What follows belongs to an exercise in optimizing a design on an open flow for small area, a short achievable clock period and few clock cycles per item; a production flow would make more cautious choices. The RTL was checked by simulation tests, not by an equivalence proof against the original design.

## green
// ntt_forward_butterfly_stage
module ntt_forward_butterfly_stage (
    input  wire        clk,
    input  wire        rst,
    input  wire        cmd_valid,
    input  wire [31:0] cmd_word,
    output wire        cmd_ready,
    output wire        busy,
    output wire        rsp_valid,
    output wire [15:0] rsp_data
);
    localparam integer Q    = 3329;
    localparam integer N    = 16;
    localparam integer L    = 3;           
    localparam integer H    = N / 2;
    localparam integer DW   = 12;
    localparam integer NH   = 32;          
    localparam [3:0] OP_NOP  = 4'h0, OP_LDC  = 4'h1, OP_RDC  = 4'h2, OP_RDT  = 4'h3,
                     OP_RDS  = 4'h4, OP_NTT  = 4'h5, OP_INTT = 4'h6, OP_PWM  = 4'h7,
                     OP_MADD = 4'h8, OP_MSUB = 4'h9, OP_MMUL = 4'hA, OP_MHLV = 4'hB,
                     OP_FSTG = 4'hC, OP_ISTG = 4'hD;
    wire [3:0]  c_op  = cmd_word[31:28];
    wire [1:0]  c_d   = cmd_word[27:26];
    wire [1:0]  c_a   = cmd_word[25:24];
    wire [7:0]  c_idx = cmd_word[23:16];
    wire [15:0] c_imm = cmd_word[15:0];
    reg [31:0] c_mask;
    always @(*) begin
        case (c_op)
            OP_NOP, OP_RDS:                     c_mask = 32'hFFFF_FFFF;
            OP_LDC:                             c_mask = 32'hF300_0000;
            OP_RDC, OP_RDT:                     c_mask = 32'hFC00_FFFF;
            OP_NTT, OP_INTT:                    c_mask = 32'hF3FF_FFFF;
            OP_PWM, OP_MADD, OP_MSUB, OP_MMUL:  c_mask = 32'hF03F_FFFF;
            OP_MHLV:                            c_mask = 32'hF0FF_FFFF;
            OP_FSTG, OP_ISTG:                   c_mask = 32'hF300_FFFF;
            default:                            c_mask = 32'hF000_0000;
        endcase
    end
    wire c_err_op = (c_op >= 4'hE) || ((cmd_word & c_mask) != {c_op, 28'd0});
    reg c_err_idx;
    always @(*) begin
        case (c_op)
            OP_LDC, OP_RDC:   c_err_idx = (c_idx >= N);
            OP_RDT:           c_err_idx = (c_a == 2'd3) || (c_idx >= H);
            OP_FSTG, OP_ISTG: c_err_idx = (c_idx >= L);
            default:          c_err_idx = 1'b0;
        endcase
    end
    wire c_err_range = (c_op == OP_LDC) && (c_imm >= Q);
    reg  rst_q;
    always @(posedge clk) rst_q <= rst;
    wire idle;
    wire accept    = cmd_valid && idle && !rst;
  ...
For scale: roughly 54 I/O pins, about 71000 µm² of cells after synthesis.
==> flow/config.mk <==
export PLATFORM = sky130hd
export DESIGN_NAME = ntt_forward_butterfly_stage
export DESIGN_NICKNAME = ntt_forward_butterfly_stage
export VERILOG_FILES = /design/flow/design.v
export SDC_FILE = /design/flow/constraint.sdc
export NUM_CORES = 4
export LEC_CHECK = 0
export ABC_AREA = 1
export CAP_MARGIN = 20
export CORE_MARGIN = 2
export CORE_UTILIZATION = 56
export CTS_BUF_LIST = sky130_fd_sc_hd__clkbuf_8
export CTS_CLUSTER_DIAMETER = 50
export CTS_CLUSTER_SIZE = 16
export PLACE_DENSITY = 0.68
export SLEW_MARGIN = 20
==> flow/constraint.sdc <==
create_clock -name core_clock -period 60.0 [get_ports {clk}]
set_input_delay 12.0000 -clock core_clock [delete_from_list [all_inputs] [get_ports {clk}]]
set_output_delay 12.0000 -clock core_clock [all_outputs]
set_load 0.01 [all_outputs]
run.sh (not shown) runs the stock make flow with config.mk's settings and CLKGATE_MAP_FILE= SYNTH_SCRIPT=/design/flow/synth_recipe.tcl, a recipe that flattens the netlist after the stock synthesis.
Testbench counts of green, summed over its fixed seeds: cycles 20,936, items 192.
diff inputs: green => red
diff --git a/flow/config.mk b/flow/config.mk
--- a/flow/config.mk
+++ b/flow/config.mk
@@ -10,7 +10,3 @@
 export CORE_MARGIN = 2
-export CORE_UTILIZATION = 56
-export CTS_BUF_LIST = sky130_fd_sc_hd__clkbuf_8
-export CTS_CLUSTER_DIAMETER = 50
-export CTS_CLUSTER_SIZE = 16
-export PLACE_DENSITY = 0.68
+export CORE_UTILIZATION = 40
 export SLEW_MARGIN = 20
## What came out
red did not stop at any stage, and its layout met the timing, design-rule and antenna checks.
~same fmax in red and green
Diff red and green: final cell count without fillers higher in red
On worst-skew pair later-pin latency, the higher figure sits with green, not red.
Any difference in count of nets after finishing between green and red is small enough to ignore.

## afterwards: timing with drivers on the ports
The results above use ideal ports. As a check the final layouts listed here were re-extracted and re-timed, cells and wires unchanged. Step 1, drivers: a clkbuf_16 drives clk and a buf_2 each remaining input, both assumed. Step 2 times the ports against the registers' clock, not the clock port: input delays grow and output delays shrink by t, the midpoint of the rising clock arrivals with the driver on. Slacks: ideal ports / drivers / drivers and shift; pairs: ideal ports / drivers.
run	t (ns)	setup slack, ns	hold slack, ns	latest minus earliest clock arrival (ns)	pins driven straight from the clock port
green	0.990	34.598 / 34.577 / 34.577	0.501 / 0.501 / 0.501	0.111 / 0.111	1
red	0.871	34.661 / 34.639 / 34.639	0.500 / 0.500 / 0.500	0.039 / 0.039	1
After both steps every run listed still meets setup and hold. For red, which loses most, drivers alone change the setup slack by -0.022 ns; drivers and shift together by -0.022 ns.
